This is an optimization exercise on Yosys and OpenROAD, whose aim is small area, not a production implementation. Only simulation tests tie the RTL to the original design; equivalence was not proved. Power is estimated from default activity; no workload was simulated.

## kbd_scan_react
module kbd_scan_react (
    input  wire        clk,
    input  wire        rst,
    input  wire        cmd_valid,
    input  wire [7:0]  cmd,
    output wire        cmd_ready,
    output wire [7:0]  row_n,
    input  wire [7:0]  col_n,
    input  wire [31:0] rnd_data,
    output wire        rnd_take,
    output wire [17:0] ev,
    output wire        led_valid,
    output wire [23:0] led_data,
    output wire        draw_valid,
    output wire [1:0]  draw_sprite,
    output wire [2:0]  fault
);
Size: ~110 I/O pins, about 14000 um^2 of cells after synthesis.
clock: 14.0 ns
lec_check: 0
cap_margin: 20
core_margin: 2
core_utilization: 60
place_density: 0.75
slew_margin: 20
standard.sh (not shown) runs the stock make flow with config.mk's settings and CLKGATE_MAP_FILE= SYNTH_SCRIPT=/design/flow/synth_recipe.tcl, a recipe that flattens the netlist after the stock synthesis.
==> flow/flow/run.sh <==
#!/bin/bash
# Layout flow: the standard synthesis, then an area-oriented re-mapping of
# its combinational logic (flip-flops untouched, equivalence proven with Yosys;
# the standard netlist is used if anything fails), then the standard layout
# steps with these changes: port buffers use buf_1, and clock tree synthesis
# uses clkbuf_8 with smaller sink clusters and no dummy loads.
set -euo pipefail
HERE=$(pwd)
R=$HERE/orfs/results/$FLOW_PLATFORM/kbd_scan_react/base
LIB=$FLOW_HOME/platforms/$FLOW_PLATFORM/lib/sky130_fd_sc_hd__tt_025C_1v80.lib
YOSYS=$FLOW_HOME/../tools/install/yosys/bin/yosys
[ -x "$YOSYS" ] || YOSYS=yosys
export CTS_ARGS="-sink_clustering_enable -repair_clock_nets -dont_use_dummy_load -buf_list {sky130_fd_sc_hd__clkbuf_8 sky130_fd_sc_hd__clkbuf_16} -root_buf sky130_fd_sc_hd__clkbuf_16 -sink_clustering_buffer sky130_fd_sc_hd__clkbuf_8 -sink_clustering_size 24 -sink_clustering_max_diameter 40"
export BUFFER_PORTS_ARGS="-buffer_cell sky130_fd_sc_hd__buf_1"

bash standard.sh synth > standard_synth.log 2>&1
cp "$R/1_2_yosys.v" "$HERE/std_1_2_yosys.v"

DU=$(sed -n '/^export DONT_USE_CELLS/,/^#/p' "$FLOW_HOME/platforms/$FLOW_PLATFORM/config.mk" \
     | grep -o 'sky130_fd_sc_hd__[a-z0-9_]*' | sed 's/^/-dont_use /' | tr '\n' ' ')
sed -e "s#@LIB@#$LIB#g" -e "s#@IN@#$HERE/std_1_2_yosys.v#" -e "s#@OUT@#$HERE/resynth.v#" \
    -e "s#@ABC@#$HERE/flow/area.abc#" -e "s#@TOP@#$FLOW_TOP#g" -e "s#@DONTUSE@#$DU#" \
    -e "s#@STAT@#$HERE/resynth_stat.txt#" flow/resynth.ys > resynth.ys
sed -e "s#@LIB@#$LIB#g" -e "s#@GOLD@#$HERE/std_1_2_yosys.v#" -e "s#@GATE@#$HERE/resynth.v#" \
    -e "s#@TOP@#$FLOW_TOP#g" flow/equiv.ys > equiv.ys
sed -e "s#@LIB@#$LIB#g" -e "s#@GATE@#$HERE/resynth.v#" -e "s#@TOP@#$FLOW_TOP#g" flow/check.ys > check.ys
if "$YOSYS" -q -l resynth.log resynth.ys > /dev/null 2>&1 && \
   "$YOSYS" -q -l check.log check.ys > /dev/null 2>&1 && \
   "$YOSYS" -q -l equiv.log equiv.ys > /dev/null 2>&1; then
  cp "$HERE/resynth.v" "$R/1_2_yosys.v"
  rm -f "$R/1_synth.odb" "$R/1_synth.sdc"
  echo "using the re-mapped netlist" > netlist_choice.txt
else
  echo "re-mapping failed; using the standard netlist" > netlist_choice.txt
fi

bash standard.sh > standard.log 2>&1
==> flow/flow/area.abc <==
strash
dch -f
amap
strash
dch -f
amap
topo
Other scripts of this flow, unchanged in this note and not shown: flow/flow/check.ys, flow/flow/equiv.ys, flow/flow/resynth.ys
The baseline finished with timing, DRC and antenna clean.
Change:
--- a/flow/flow/run.sh
+++ b/flow/flow/run.sh
@@ -13 +13 @@
-export CTS_ARGS="-sink_clustering_enable -repair_clock_nets -dont_use_dummy_load -buf_list {sky130_fd_sc_hd__clkbuf_8 sky130_fd_sc_hd__clkbuf_16} -root_buf sky130_fd_sc_hd__clkbuf_16 -sink_clustering_buffer sky130_fd_sc_hd__clkbuf_8 -sink_clustering_size 24 -sink_clustering_max_diameter 40"
+export CTS_ARGS="-sink_clustering_enable -repair_clock_nets -dont_use_dummy_load -buf_list sky130_fd_sc_hd__clkbuf_8 -sink_clustering_size 20 -sink_clustering_max_diameter 50"
==> flow/flow/area.abc (replaced) <==
strash
&get -n
&deepsyn -J 100 -T 1200
&put
dch -f
amap
strash
dch -f
amap
topo
The new run produced a clean layout.
Total power came out lower by about 30%.
Synthesized cell count is lower by about 14%.
Global-route usage decreases by 2.9 points.
Clock skew went down by 0.0087 ns.
Worst setup slack improves by 0.80 ns.
Sequential cell count stays the same.
Non-clock buffer count falls by 4.
Wire length went down by 17%.

port drivers added, routing unchanged:
How much do the figures lean on ideal ports? The routed layouts below were timed once more, with nothing changed but the port constraints. Step 1 assumes that a clkbuf_16 drives the clock port and a buf_2 every other input. Step 2 times the ports against the registers' clock, not the clock port: input delays grow and output delays shrink by t, the midpoint of the rising clock arrivals with the driver on. Three values: no drivers, after step 1, after step 2; two values: the first two.
run | shift t [ns] | setup WS [ns] | worst setup path after step 2 | clock arrival spread, ns | pins driven straight from the clock port
the first run | 0.528 | 5.395 / 5.348 / 5.877 | register to output | 0.101 / 0.101 | 1
the second run | 0.609 | 6.198 / 6.155 / 6.764 | register to output | 0.093 / 0.093 | 1
After both steps every run listed still meets setup and hold.
